What follows belongs to an exercise in optimizing a design on an open flow for small area; a production flow would make more cautious choices. The RTL was checked by simulation tests, not by an equivalence proof against the original design. No activity file was given, so power comes from the tool's default toggle rates.

`design/flow/design.v`:
```
module irdata_core (
    input  wire        clk,
    input  wire        rst,           
    input  wire        cmd_valid,
    input  wire [79:0] cmd_word,
    output reg         busy,
    input  wire [7:0]  cap_len,
    output wire [7:0]  cap_addr,
    input  wire [15:0] cap_data,
    output wire        em_valid,
    output wire        em_mark,       
    output reg  [15:0] em_dur,        
    input  wire        em_ready,
    output reg  [2:0]  res_status,
    output reg         res_kind,
    output wire [2:0]  res_ctype,
    output reg  [6:0]  res_bits,
    output reg  [63:0] res_value,
    output wire [7:0]  res_proto
);
    localparam [1:0] SEC_HM   = 2'd0;     
    localparam [1:0] SEC_HS   = 2'd1;     
    localparam [1:0] SEC_BODY = 2'd2;     
    localparam [1:0] SEC_NOP  = 2'd3;     
    reg        mode;          
    reg [1:0]  sec;
    reg [7:0]  pos;
    reg        mflag;         
    reg [63:0] tx;            
    wire m9000 = (cap_data >= 16'd6750) && (cap_data <= 16'd11250);
    wire m4500 = (cap_data >= 16'd3375) && (cap_data <= 16'd5625);
    wire m560  = (cap_data >= 16'd420)  && (cap_data <= 16'd700);
    wire m1690 = (cap_data >= 16'd1268) && (cap_data <= 16'd2112);
    assign cap_addr  = pos;
    assign res_ctype = res_kind ? res_value[2:0] : 3'd0;
    wire   st_ok     = (res_status == 3'd1);
    assign res_proto = {1'b0, st_ok, 2'b00, st_ok, 2'b00, st_ok};
    wire   s_end    = &pos[7:1];
    wire [5:0]  tx_j  = ~pos[6:1];                  
    wire [63:0] tx_r  = {tx[62:0], tx[63]};         
    wire   tx_bit   = tx_r[tx_j];
    assign em_valid = busy && !mode && (sec != SEC_NOP);
    assign em_mark  = sec[1] ? !pos[0] : !sec[0];
    always @(*) begin
        case (sec)
            SEC_HM:  em_dur = 16'd9000;
            SEC_HS:  em_dur = 16'd4500;
            default: em_dur = !pos[0] ? 16'd560 :
                              s_end   ? 16'd0   :
                              tx_bit  ? 16'd1690 : 16'd560;
        endcase
    end
    wire hs = em_valid && em_ready;
    wire [1:0] cmd_op    = cmd_word[1:0];
    wire [2:0] cmd_ctype = cmd_word[4:2];
    wire [7:0] cmd_count = cmd_word[15:8];
    wire ctype_ok  = (cmd_ctype >= 3'd1) && (cmd_ctype <= 3'd4);
    wire cmd_ok    = cmd_op[1] || (cmd_op[0] && ctype_ok);
    wire op_dec    = cmd_op[1] && cmd_op[0];
    wire count_big = cmd_count > 8'd64;
    wire start_dec = cmd_valid && op_dec;       
    wire [6:0] snd_n = cmd_op[1] ? cmd_count[6:0] : 7'd8;
    wire d_hdr    = (pos[7:2] == 6'd0);
    wire d_hspace = (pos == 8'd3);
    wire d_first  = (pos == 8'd5);
    wire in_range = pos < cap_len;
    wire d_bit    = mflag && m1690;
    wire d_mark   = !d_hdr && !pos[0];
    wire d_space  = !d_hdr && pos[0];
    wire d_stop   = d_mark && (res_kind ? (pos[4] && pos[2])
                                        : ((pos[7] && pos[2]) || !in_range));
    wire short_c  = cap_len < 8'd6;
    wire hdr_bad  = !(mflag && m4500);
    wire [7:0] cb = res_value[7:0];
    wire pfx_bad  = cb[7:3] != 5'b10100;
    wire typ_bad  = !((cb[2:0] >= 3'd1) && (cb[2:0] <= 3'd4));
    wire d_fail   = (d_hspace && (short_c || hdr_bad)) ||
                    (d_stop && res_kind && (pfx_bad || typ_bad));
    wire [2:0] fail_code = d_hspace ? (short_c ? 3'd2 : 3'd3)
                                    : (pfx_bad ? 3'd4 : 3'd5);
    wire dec      = busy && mode;
    wire v_clr   = rst || (!busy && start_dec) || (dec && d_fail);
    wire v_sh    = !rst && dec && d_space;
    wire v_hold  = !v_clr && !v_sh;
    wire [63:0] v_next = ({64{v_sh}} & {res_value[62:0], d_bit}) |
                         ({64{v_hold}} & res_value);
    always @(posedge clk) res_value <= v_next;
    wire [6:0] n_dec = {pos[7:2] - 6'd1, pos[1]};    
    wire b_ld   = !rst && dec && d_stop && !d_fail;
    wire b_hold = !rst && !(dec && (d_stop || d_fail));
    wire [6:0] b_next = ({7{b_ld}} & n_dec) | ({7{b_hold}} & res_bits);
    always @(posedge clk) res_bits <= b_next;
    wire [63:0] tx_in = {cmd_word[79:24],
                         cmd_op[1] ? cmd_word[23:16] : {5'b10100, cmd_ctype}};
    wire t_ld   = !busy && cmd_valid;
    wire [63:0] t_next = ({64{t_ld}} & tx_in) | ({64{busy}} & tx);
    always @(posedge clk) tx <= t_next;
    always @(posedge clk) begin
        mflag <= d_hdr ? m9000 : (m560 && in_range);
        if (!busy) begin
            mode <= op_dec;
            sec  <= (cmd_op == 2'b10 && count_big) ? SEC_NOP : SEC_HM;
            pos  <= op_dec ? 8'd1 : {~snd_n, 1'b0};
        end else if (mode) begin
            pos <= pos + 8'd1;
        end else if (hs) begin
            if (sec == SEC_BODY) pos <= pos + 8'd1;
            else sec <= sec + 2'd1;
        end
        if (rst) begin
            busy       <= 1'b0;
            res_status <= 3'd0;
            res_kind   <= 1'b0;
        end else if (!busy) begin
            if (cmd_valid && cmd_ok) busy <= 1'b1;
        end else if (mode) begin
            if (d_fail) begin
                busy       <= 1'b0;
                res_status <= fail_code;
                res_kind   <= 1'b0;
            end else if (d_stop) begin
                busy       <= 1'b0;
                res_status <= 3'd1;
            end else if (d_first) begin
                res_kind   <= d_bit;
            end
        end else begin
            if ((sec == SEC_NOP) || (hs && s_end && pos[0])) busy <= 1'b0;
        end
    end
endmodule
```
`design/flow/flow/run.sh`:
```
#!/bin/bash
# Layout with ORFS through the standard.sh: standard synthesis, then the
# standard steps with smaller port buffers, no ABC buffers kept, and a clock
# tree of small buffers without dummy loads.
set -euo pipefail
bash standard.sh synth > synth.log 2>&1
bash standard.sh \
  REMOVE_ABC_BUFFERS=1 \
  "BUFFER_PORTS_ARGS=-buffer_cell sky130_fd_sc_hd__buf_1" \
  "CTS_ARGS=-sink_clustering_enable -repair_clock_nets -dont_use_dummy_load -buf_list {sky130_fd_sc_hd__clkbuf_4 sky130_fd_sc_hd__clkbuf_8}" \
  finish > layout.log 2>&1
```
`design/flow/standard.sh`:
```
#!/bin/bash
# synth_recipe.tcl (not shown) runs the flow's synth.tcl, then flattens the netlist and writes it again
# the make line also repeats each setting of config.mk as NAME=value (left out here)
make -C /OpenROAD-flow-scripts/flow DESIGN_CONFIG=/design/flow/config.mk WORK_HOME=/design/flow/orfs CLKGATE_MAP_FILE= SYNTH_SCRIPT=/design/flow/synth_recipe.tcl "${@:-finish}"
```
`design/flow/config.mk`:
```
export PLATFORM = sky130hd
export DESIGN_NAME = irdata_core
export DESIGN_NICKNAME = irdata_core
export VERILOG_FILES = /design/flow/design.v
export SDC_FILE = /design/flow/constraint.sdc
export NUM_CORES = 4
export LEC_CHECK = 0
export CAP_MARGIN = 20
export CORE_MARGIN = 2
export CORE_UTILIZATION = 40
export SLEW_MARGIN = 20
```
`design/flow/constraint.sdc`:
```
create_clock -name core_clock -period 10.0 [get_ports {clk}]
set_input_delay 2.0000 -clock core_clock [delete_from_list [all_inputs] [get_ports {clk}]]
set_output_delay 2.0000 -clock core_clock [all_outputs]
set_load 0.01 [all_outputs]
```
==> run_results.csv, run 1 <==
group,metric,value,unit
die,chipHeight,133,µm
place,place.gp.congestion,0.838,
synth,yosysWarnings,1,
global_routing,grt_overflow,0,
global_routing,first_global_vias,5484,
synth,seq_area_frac_synth,47.0,%
synth,synthDominantCellAreaShare,42.1,%
detailed_routing,remaining_drc_errors,0,
detailed_routing,antenna_left,0,
finish,register_area,3150,µm²
setup_path,crit_required,8.00,ns
clock_network,clkSlewWorstSetupHoldPaths,0.07,ns
global_routing,grt_first_pass_wirelength,27900,µm
place,placedCellCount,1006,
sta,finalHoldViolations,0,
setup_path,path_class,"reg -> out",
synth,ys.flop_type,"dfxtp_1",
synth,yosys.area.top_type,"dfxtp_1",
finish,mostFrequentLayoutCell,"buf_1",
clock_network,clock_latency,0.44,ns
die,initial_utilization,40.7,%
clock_network,clockBufferDepth,2,
clock_network,cts.sinks,152,
global_routing,grt_max_degree,89,
clock_network,htreeDepth,4,
die,die_w,133,µm
sta,fin_crit_sh,52.4,%
power,p_leak,2.92,nW
detailed_routing,drt_wl_total,17400,µm
detailed_routing,viasPerCell,5.54,
die,num_rows,47,
synth,ys_ff_latch,152,
clock_network,cts_made_buffers,17,
finish,num-fill-cells,1593,
sta,final_max_slew_viol_count,0,
finish,diodes,0,
setup_path,end_kind,"output pin",
setup_path,cp_max_fo,23,
clock_network,ctsResizeCount,0,
synth,synth-edff-count,11,
sta,skew,0.0321,ns
global_routing,grtUsageTotal,19.5,%
sta,rsz0062_at_grt,"no",
sta,worst_pin_slew,0.944,ns
clock_network,cts-hold-fix-buffers,0,
setup_path,start_kind,"register",
place,hpwl,12500,µm
finish,multi_input_area,3190,µm²
die,core-area,16500,µm²
sta,slew_headroom,37.1,%
finish,syn2layout_area_growth,15.2,%
sta,setup_violations,0,
sta,setup_tns,0,ns
die,dieArea,17800,µm²
clock_network,cts_root_buf,"clkbuf_8",
global_routing,antenna_found_initial,0,
sta,period_needed,5.24,ns
finish,fin_cells,1023,
detailed_routing,dr.pass1.iters,6,
synth,synthArstFlopShare,0,%
synth,synth_area_leaders,"dfxtp_1, a22o_1, edfxtp_1",
finish,final_nets,930,
place,port_buffers,207,
place,dp_slack,5.23,ns
finish,layout_common_cells,"buf_1, dfxtp_1, a22o_1, nand2_1, o21ai_0",
setup_path,critPathArrivalTime,3.24,ns
synth,syn_inst,628,
min_path,hp-class,"reg -> reg",
clock_network,post_cts_buffers,0,
power,peakVddDrop,0.000112,V
synth,syn_area,6710,µm²
clock_network,cts_tree,"done",
synth,synth.distinct_cells,64,
sta,fin_ws,4.76,ns
finish,drive_gt1_share,6.72,%
die,ios,221,
run_status,status,"complete, no violations",
detailed_routing,vias,5666,
detailed_routing,wl_per_cell,17.0,µm
sta,holdWs,0.465,ns
synth,postSynthAreaPerCell,10.7,µm²
detailed_routing,drtIter0Drc,384,
sta,fmax,0.191,GHz
power,pwr_density_cell,170,nW/µm²
flow_run,drv_cap,0,
==> Yosys cell counts (all sizes together), types with 2 or more instances <==
library cell,count
inv,19
a211o,2
mux4,13
or4,4
nor3,9
o21ai,24
o41ai,2
o2111ai,2
nor4b,2
edfxtp,11
clkbuf,34
nand4,4
mux2i,5
xor2,5
a211oi,6
or2,3
a21o,3
xnor2,6
nand2,28
o31a,2
and2,7
and3,3
ha,17
a21oi,21
buf,28
a221oi,2
nand3,14
nor2,22
o211ai,2
nor2b,6
a41o,2
o22ai,4
o2bb2ai,7
or3b,2
dfxtp,141
nor3b,4
or3,4
a22o,124
nor4,3
o221ai,2
nand2b,3
o31ai,2
mux2,8
==> report_power, final <==
part           switching (mW)  total [mW]  internal, mW
clock network           0.183       0.333         0.150
registers              0.0539       0.710         0.656
logic                   0.149       0.271         0.122
==> area by class of cell <==
cell class | instances | area share [%]
well taps | 220 | 3.56
multi-input cells | 404 | 41.2
clock buffers | 17 | 3.03
flip-flops and latches | 152 | 40.8
repair buffers | 211 | 10.4
inverters | 19 | 0.923
==> stage by stage <==
stage	util, %	instance area (µm²)	power, mW
6_report	46.9	7730	1.31
5_1_grt	46.9	7730	1.39
4_1_cts	46.9	7720	1.33
3_5_place_dp	45.5	7490	0.995
3_3_place_gp	45.5	7490	0.987
2_1_floorplan	-	6400	0.891
==> state kept, by name, summed over array words and instances (netlist names) <==
| name | cells |
|---|---|
| tx | 64 |
| busy | 1 |
| pos | 8 |
| res_kind | 1 |
| mode | 1 |
| res_bits | 7 |
| mflag | 1 |
| res_status | 3 |
| sec | 2 |
| res_value | 64 |
==> critical path, stage by stage (launching register included) <==
cell and delay, ns:
edfxtp_1 0.97, or3b_2 0.50, o221ai_1 0.19, a211o_1 0.14
nand4_1 0.19, or2_2 0.37, nor3b_1 0.25, buf_1 0.19
==> path summary, 6_finish.rpt <==
kind,cells past startpoint,slack [ns],from,to
setup / recovery,7,4.76,pos[2]$_DFFE_PP_,em_dur[10]
hold / removal,1,0.47,res_bits[6]$_DFF_P_,res_bits[6]$_DFF_P_
setup reg to reg,7,6.83,pos[2]$_DFFE_PP_,res_bits[0]$_DFF_P_
hold reg to reg,1,0.47,res_bits[6]$_DFF_P_,res_bits[6]$_DFF_P_
==> cell families after synthesis <==
family,synth area share [%]
simple gates,9.57
buf+inv,6.17
xor+xnor,1.44
other cells,0.0559
fa+ha+maj,3.17
flops,47.0
mux,6.45
compound gates,26.1
==> layer usage <==
metal | track usage [%] | share of wire (%)
met4 | 4.96 | 1.3
met1 | 25.9 | 46
met5 | 0 | 0
met2 | 30.8 | 45
met3 | 6.09 | 7.2
==> run 2, diff against run 1 <==
==> design/flow/run.sh (new file) <==
#!/bin/bash
# synth_recipe.tcl (not shown) runs the flow's synth.tcl, then flattens the netlist and writes it again
# the make line also repeats each setting of config.mk as NAME=value (left out here)
make -C /OpenROAD-flow-scripts/flow DESIGN_CONFIG=/design/flow/config.mk WORK_HOME=/design/flow/orfs CLKGATE_MAP_FILE= SYNTH_SCRIPT=/design/flow/synth_recipe.tcl finish
removed: design/flow/flow/run.sh
removed: design/flow/standard.sh
==> run 2 against run 1 <==
- critical path depth increased by 1
- die area unchanged
- clock power is 94% higher
- combinational power rose by 23%
- routed wire length rose by 4.6%
- sequential share of layout area down 7.3 points
- first-iteration DRC count stayed put
==> run_results.csv, run 2 <==
group,metric,value,unit
detailed_routing,vias,5691,
sta,fmax,0.170,GHz
power,peakVddDrop,0.000116,V
global_routing,grtUsageTotal,20.0,%
synth,yosys.area.top_type,"dfxtp_1",
finish,num-fill-cells,1425,
die,dieArea,17800,µm²
place,dp_slack,4.53,ns
place,place.gp.congestion,0.820,
synth,seq_area_frac_synth,47.0,%
sta,final_max_slew_viol_count,0,
synth,postSynthAreaPerCell,10.7,µm²
detailed_routing,viasPerCell,5.48,
die,num_rows,47,
detailed_routing,drtIter0Drc,384,
sta,setup_tns,0,ns
global_routing,busiest_layer,"met2",
detailed_routing,drt_wl_total,18200,µm
sta,fin_crit_sh,58.7,%
clock_network,clkSlewWorstSetupHoldPaths,0.06,ns
finish,final_nets,931,
clock_network,cts-hold-fix-buffers,0,
setup_path,cp_max_fo,16,
power,p_leak,3.62,nW
die,chipHeight,133,µm
finish,final_util,57.1,%
sta,rsz0062_at_grt,"no",
finish,syn2layout_area_growth,40.2,%
synth,ys_ff_latch,152,
die,ios,221,
synth,synth_area_leaders,"dfxtp_1, a22o_1, edfxtp_1",
finish,fin_cells,1039,
sta,holdWs,0.459,ns
finish,layout_common_cells,"clkdlybuf4s50_1, dfxtp_1, a22o_1, nand2_1, o21ai_0",
synth,synth.distinct_cells,64,
global_routing,grt_first_pass_wirelength,28700,µm
global_routing,met3_usage,4.38,%
place,hpwl,13200,µm
global_routing,antenna_found_initial,0,
min_path,hp-class,"reg -> reg",
synth,syn_inst,628,
detailed_routing,dr.pass1.iters,5,
setup_path,path_class,"reg -> out",
clock_network,post_cts_buffers,0,
global_routing,met2_usage,32.5,%
clock_network,cts_root_buf,"clkbuf_16",
run_status,status,"complete, no violations",
flow_run,drv_cap,0,
synth,syn_area,6710,µm²
sta,worst_pin_slew,1.05,ns
global_routing,met1_usage,27.6,%
synth,synthDominantCellAreaShare,42.1,%
setup_path,end_kind,"output pin",
place,port_buffers,207,
clock_network,ctsResizeCount,0,
synth,synthArstFlopShare,0,%
synth,ys.flop_type,"dfxtp_1",
finish,diodes,0,
setup_path,crit_required,8.00,ns
finish,drive_gt1_share,8.55,%
synth,synth-edff-count,11,
global_routing,first_global_vias,5476,
sta,fin_ws,4.13,ns
finish,finalInstanceArea,9410,µm²
clock_network,cts_tree,"done",
place,placedCellCount,1007,
detailed_routing,antenna_left,0,
die,die_w,133,µm
global_routing,grt_overflow,0,
detailed_routing,wl_per_cell,17.5,µm
finish,mostFrequentLayoutCell,"clkdlybuf4s50_1",
clock_network,clock_latency,0.42,ns
setup_path,start_kind,"register",
power,fin_total_pwr,1.69,mW
sta,period_needed,5.87,ns
clock_network,clockBufferDepth,2,
detailed_routing,remaining_drc_errors,0,
clock_network,cts_made_buffers,17,
die,initial_utilization,40.7,%
synth,yosysWarnings,1,
die,core-area,16500,µm²
place,dpl-instance-area,8790,µm²
global_routing,grt_max_degree,90,
synth,synth_most_common_cell,"dfxtp_1",
finish,reg_top3,"res_value: 64 flops, tx: 64 flops, pos: 8 flops",
sta,slew_headroom,28.1,%
power,pwr_density_cell,179,nW/µm²
sta,setup_violations,0,
clock_network,cts.sinks,152,
clock_network,htreeDepth,4,
sta,finalHoldViolations,0,
sta,skew,0.00795,ns
setup_path,critPathArrivalTime,3.87,ns
synth,synth_common_cells,"dfxtp_1, a22o_1, clkbuf_1",
[run 2: cell types whose count changed in the layout (fill, tap and decap cells not counted), moves of 3 or more]
| cell | previous run | this run |
|---|---|---|
| clkbuf_16 | 0 | 17 |
| buf_1 | 207 | 0 |
| clkinv_8 | 0 | 3 |
| clkbuf_8 | 17 | 0 |
| inv_8 | 0 | 5 |
| clkdlybuf4s50_1 | 0 | 207 |
| inv_6 | 0 | 4 |
[run 2: kinds of logic after synthesis]
family	synth area share, %
AO/OA/AOI/OAI	26.1
XOR/XNOR	1.44
adder cells (fa/ha/maj)	3.17
buffers and inverters	6.17
flip-flops	47.0
multiplexers	6.45
other	0.0559
AND/OR/NAND/NOR	9.57
[run 2: critical path: stages (launching register included)]
cell and delay, ns:
edfxtp_1 0.77, buf_4 0.42, mux2_2 0.37, a222oi_1 0.35, or4b_2 0.62, nand4_1 0.18
or2_2 0.17, o22ai_1 0.07, clkdlybuf4s50_1 0.49
[run 2: worst paths after layout]
check                   startpoint                   to  slack [ns]  depth (start not counted)
setup / recovery  pos[1]$_DFFE_PP_            em_dur[3]        4.13                          8
hold / removal       tx[5]$_DFF_P_        tx[5]$_DFF_P_        0.46                          2
setup reg to reg  pos[3]$_DFFE_PP_  res_bits[0]$_DFF_P_        7.08                          7
hold reg to reg      tx[5]$_DFF_P_        tx[5]$_DFF_P_        0.46                          2
[run 2: area by class of cell]
| class | instances | area (µm²) | area share [%] |
|---|---|---|---|
| Tap cell | 220 | 275 | 2.93 |
| Multi-Input combinational cell | 404 | 3190 | 33.9 |
| Timing Repair Buffer | 212 | 2110 | 22.4 |
| Clock inverter | 15 | 183 | 1.94 |
| Sequential cell | 152 | 3150 | 33.5 |
| Clock buffer | 17 | 425 | 4.52 |
| Inverter | 19 | 71.3 | 0.758 |
[run 2: routing by layer]
layer | vias up | part of all wire [%]
met5 | - | 0
met3 | 12 | 4.4
met2 | 170 | 46
met4 | 0 | 0.64
met1 | 2762 | 49
li1 | 2747 | -
[run 2: power by group]
| group | internal (mW) | total (mW) | switching (mW) |
|---|---|---|---|
| clock | 0.360 | 0.645 | 0.285 |
| combinational | 0.178 | 0.333 | 0.155 |
| sequential | 0.656 | 0.709 | 0.0526 |
==> run 3, diff against run 2 <==
--- a/design/flow/design.v
+++ b/design/flow/design.v
@@ -63,7 +63,19 @@
     wire d_hdr    = (pos[7:2] == 6'd0);
     wire d_hspace = (pos == 8'd3);
     wire d_first  = (pos == 8'd5);
-    wire in_range = pos < cap_len;
+    function automatic lt8;
+        input [7:0] a;
+        input [7:0] b;
+        integer i;
+        reg r;
+        begin
+            r = 1'b0;
+            for (i = 0; i < 8; i = i + 1)
+                r = (!a[i] && b[i]) || (!(a[i] && !b[i]) && r);
+            lt8 = r;
+        end
+    endfunction
+    wire in_range = lt8(pos, cap_len);
     wire d_bit    = mflag && m1690;
     wire d_mark   = !d_hdr && !pos[0];
     wire d_space  = !d_hdr && pos[0];
@@ -85,10 +97,9 @@
     wire [63:0] v_next = ({64{v_sh}} & {res_value[62:0], d_bit}) |
                          ({64{v_hold}} & res_value);
     always @(posedge clk) res_value <= v_next;
-    wire [6:0] n_dec = {pos[7:2] - 6'd1, pos[1]};    
-    wire b_ld   = !rst && dec && d_stop && !d_fail;
-    wire b_hold = !rst && !(dec && (d_stop || d_fail));
-    wire [6:0] b_next = ({7{b_ld}} & n_dec) | ({7{b_hold}} & res_bits);
+    wire b_inc  = !rst && dec && d_space;
+    wire b_hold = !rst && !(dec && (d_space || d_fail)) && !(!busy && start_dec);
+    wire [6:0] b_next = ({7{b_inc}} & (res_bits + 7'd1)) | ({7{b_hold}} & res_bits);
     always @(posedge clk) res_bits <= b_next;
     wire [63:0] tx_in = {cmd_word[79:24],
                          cmd_op[1] ? cmd_word[23:16] : {5'b10100, cmd_ctype}};
==> design/flow/flow/run.sh (new file) <==
#!/bin/bash
# Layout with ORFS through the standard.sh: standard synthesis, then the
# standard steps with smaller port buffers, no ABC buffers kept, and a clock
# tree of small buffers without dummy loads.
set -euo pipefail
bash standard.sh synth > synth.log 2>&1
bash standard.sh \
  REMOVE_ABC_BUFFERS=1 \
  "BUFFER_PORTS_ARGS=-buffer_cell sky130_fd_sc_hd__buf_1" \
  "CTS_ARGS=-sink_clustering_enable -repair_clock_nets -dont_use_dummy_load -buf_list {sky130_fd_sc_hd__clkbuf_4 sky130_fd_sc_hd__clkbuf_8}" \
  finish > layout.log 2>&1
==> design/flow/standard.sh (new file) <==
#!/bin/bash
# synth_recipe.tcl (not shown) runs the flow's synth.tcl, then flattens the netlist and writes it again
# the make line also repeats each setting of config.mk as NAME=value (left out here)
make -C /OpenROAD-flow-scripts/flow DESIGN_CONFIG=/design/flow/config.mk WORK_HOME=/design/flow/orfs CLKGATE_MAP_FILE= SYNTH_SCRIPT=/design/flow/synth_recipe.tcl "${@:-finish}"
removed: design/flow/run.sh
==> run 3 against run 2 <==
- critical path depth unchanged
- highest routed layer unchanged
- clock skew increased by 0.015 ns
- non-clock buffer count unchanged
- critical path type unchanged
- design area decreased by 18%
- count of clock-buffer cells in the layout unchanged
- sequential power decreased by 1%
- sequential share of layout area increased by 7.5 points
- maximum frequency increased by 12%
- first-iteration DRC count increased by 13%
- worst hold slack got worse by 0.0015 ns
- still clean on timing, DRC and antenna
- combinational power decreased by 19%
==> run_results.csv, run 3 <==
group,metric,value,unit
run_status,status,"complete, no violations",
setup_path,cp_max_fo,26,
synth,postSynthAreaPerCell,10.4,µm²
setup_path,regToRegStartpoint,"pos[2]$_DFFE_PP_",
power,combPwrFrac,20.5,%
power,clock_power_share,26.0,%
sta,setup_violations,0,
synth,ys_ff_latch,152,
place,placedCellCount,1023,
detailed_routing,remaining_drc_errors,0,
finish,fin_cells,1040,
clock_network,cts_made_buffers,17,
setup_path,cp_slowest_stage_delay,0.57,ns
sta,final_max_slew_viol_count,0,
sta,period_needed,5.25,ns
power,peakVddDrop,0.0000806,V
synth,synth_area_leaders,"dfxtp_1, a22o_1, edfxtp_1",
finish,drive_gt1_share,5.73,%
sta,rsz0062_at_grt,"no",
sta,worst_pin_slew,0.912,ns
power,switching_share,30.0,%
detailed_routing,dr.pass1.iters,5,
clock_network,cts_root_buf,"clkbuf_8",
sta,skew,0.0229,ns
place,place.gp.congestion,0.840,
place,hpwl,12500,µm
global_routing,grtUsageTotal,19.3,%
setup_path,end_kind,"output pin",
power,power_switching,0.394,mW
clock_network,clock_latency,0.45,ns
setup_path,endpoint,"em_dur[3]",
synth,synthDominantCellAreaShare,42.4,%
clock_network,clkSlewWorstSetupHoldPaths,0.06,ns
power,intPower,0.918,mW
global_routing,grt_overflow,0,
detailed_routing,drt_wl_total,17700,µm
global_routing,grt_max_degree,91,
setup_path,r2r_cells,8,
clock_network,cts.sinks,152,
clock_network,ctsResizeCount,0,
power,seqPwrFrac,53.5,%
setup_path,reg2reg_to,"res_bits[0]$_DFF_P_",
global_routing,first_global_vias,5445,
die,dieArea,17700,µm²
global_routing,grt_first_pass_wirelength,27400,µm
setup_path,path_class,"reg -> out",
finish,layout_common_cells,"buf_1, dfxtp_1, a22o_1, nand2_1, o21ai_0",
global_routing,antenna_found_initial,0,
detailed_routing,vias,5781,
setup_path,crit_path_top_delay_cell,"edfxtp_1",
setup_path,crit_required,8.00,ns
synth,ys.flop_type,"dfxtp_1",
synth,yosysWarnings,1,
synth,syn_area,6660,µm²
die,initial_utilization,40.6,%
synth,synth.distinct_cells,66,
clock_network,clockBufferDepth,2,
clock_network,post_cts_buffers,0,
die,num_rows,47,
clock_network,htreeDepth,4,
finish,mostFrequentLayoutCell,"buf_1",
die,ios,221,
setup_path,crit_start,"pos[1]$_DFFE_PP_",
setup_path,critPathArrivalTime,3.25,ns
setup_path,crit_top_cell,"mux2i_1",
synth,synth_most_common_cell,"dfxtp_1",
place,port_buffers,207,
min_path,hp-class,"reg -> reg",
synth,seq_area_frac_synth,47.4,%
finish,reg_top3,"res_value: 64 flops, tx: 64 flops, pos: 8 flops",
die,chipHeight,133,µm
clock_network,cts_tree,"done",
power,pwr_density_cell,171,nW/µm²
setup_path,cp_cell_sequence,"buf_4, mux4_2, mux2i_1, o22ai_1, nand3b_1, mux2i_1, o32ai_1, buf_1",
finish,diodes,0,
sta,fin_crit_sh,52.5,%
die,die_w,133,µm
power,fin_total_pwr,1.31,mW
detailed_routing,wl_per_cell,17.0,µm
die,core-area,16400,µm²
finish,syn2layout_area_growth,15.3,%
setup_path,start_kind,"register",
synth,yosys.area.top_type,"dfxtp_1",
detailed_routing,antenna_left,0,
sta,fmax,0.191,GHz
finish,final_nets,937,
sta,finalHoldViolations,0,
synth,synth_common_cells,"dfxtp_1, a22o_1, nand2_1",
power,p_leak,2.98,nW
synth,synthArstFlopShare,0,%
sta,setup_tns,0,ns
finish,num-fill-cells,1557,
detailed_routing,drtIter0Drc,433,
flow_run,drv_cap,0,
detailed_routing,viasPerCell,5.56,
synth,synth-edff-count,11,
synth,syn_inst,643,
setup_path,ff2ff_setup_slack,6.78,ns
sta,slew_headroom,39.2,%
clock_network,cts-hold-fix-buffers,0,
## run 3: cell types whose count changed after synthesis, moves of 6 or more
| cell | delta |
|---|---|
| nand2_1 | +13 |
| a22oi_1 | +9 |
| nor3_1 | -6 |
| clkbuf_1 | -7 |
| ha_1 | -10 |
| o2bb2ai_1 | -7 |
| mux4_2 | -7 |
| mux2i_1 | +20 |
## run 3: worst min path at each step
stage / from / endpoint / slack (ns) / cells after the start
2_1_floorplan: tx[4]$_DFF_P_ / tx[4]$_DFF_P_ / 0.42 / 2
3_3_place_gp: tx[5]$_DFF_P_ / tx[5]$_DFF_P_ / 0.44 / 2
3_5_place_dp: tx[7]$_DFF_P_ / tx[7]$_DFF_P_ / 0.45 / 2
4_1_cts: tx[7]$_DFF_P_ / tx[7]$_DFF_P_ / 0.47 / 2
5_1_grt: tx[3]$_DFF_P_ / tx[3]$_DFF_P_ / 0.49 / 2
6_report: tx[7]$_DFF_P_ / tx[7]$_DFF_P_ / 0.46 / 2
## run 3: kinds of logic after synthesis
logic type,after synthesis,share of synthesized area [%]
flops,152,47.4
xor+xnor,7,0.921
compound gates,217,26.1
fa+ha+maj,11,1.97
simple gates,143,11.1
buf+inv,77,6.11
other cells,1,0.0563
mux,35,6.46
## run 3: worst max-delay path: cells and delay by family, from the launching register on
family | cells | cell delay (ns)
multiplexers | 3 | 1.08
buffers and inverters | 2 | 0.65
flip-flops | 1 | 0.57
AO/OA/AOI/OAI | 2 | 0.26
AND/OR/NAND/NOR | 1 | 0.25
## run 3: final cells by class
cell class                 instances  area, µm²  area share, %
sequential                       152       3150           41.1
multi-input combinational        423       3140           40.9
timing repair buffer             212        815           10.6
tap                              220        275           3.58
clock buffer                      17        234           3.05
inverter                          16       60.1          0.782
## run 3: metrics by stage
stage | hold WS, ns | util (%) | worst slack (ns) | area, µm²
floorplan | 0.423 | - | 4.33 | 6340
global placement | 0.439 | 45.4 | 5.24 | 7440
detailed placement | 0.452 | 45.4 | 5.19 | 7440
CTS | 0.467 | 46.8 | 4.71 | 7680
global route | 0.490 | 46.8 | 4.48 | 7680
finish | 0.457 | 46.8 | 4.75 | 7680
## run 3: power groups by stage
stage / Combinational (mW) / Sequential (mW) / Clock (mW)
finish: 0.269 / 0.702 / 0.342
global route: 0.295 / 0.707 / 0.377
CTS: 0.270 / 0.701 / 0.352
detailed placement: 0.269 / 0.714 / 0
global placement: 0.264 / 0.711 / 0
floorplan: 0.165 / 0.718 / 0
## run 3: per-layer routing
metal | share of wire, % | vias up | global-route usage [%] | wire [µm]
met5 | 0 | - | 0 | 0
met4 | 1.9 | 0 | 6.81 | 344
met3 | 8.0 | 26 | 5.52 | 1420
met2 | 46 | 256 | 30.1 | 8120
met1 | 44 | 2740 | 25.6 | 7850
li1 | - | 2759 | - | -

## afterwards: timing with drivers on the ports
The results above use ideal ports. As a check the final layouts listed here were re-extracted and re-timed, cells and wires unchanged.
Step 1: set_driving_cell puts a clkbuf_16 on clk and a buf_2 on each other input, an assumption about the parent block.
Step 2 adds t to the input delays and takes it off the output delays; t is the mean of the earliest and latest rising clock arrival at the registers after step 1. Input paths then give back, and output paths get back, about the clock's delay inside the block.
Three values: no drivers, after step 1, after step 2; two values: the first two.
| run | t, ns | setup slack, ns | hold slack, ns | worst setup path at the end |
|---|---|---|---|---|
| run 1 | 0.453 | 4.759 / 4.724 / 5.177 | 0.465 / 0.465 / 0.465 | register to output |
| run 2 | 0.453 | 4.131 / 4.093 / 4.546 | 0.459 / 0.459 / 0.459 | register to output |
| run 3 | 0.470 | 4.753 / 4.717 / 5.187 | 0.457 / 0.457 / 0.457 | register to output |
After both steps setup and hold are still met in every run listed.
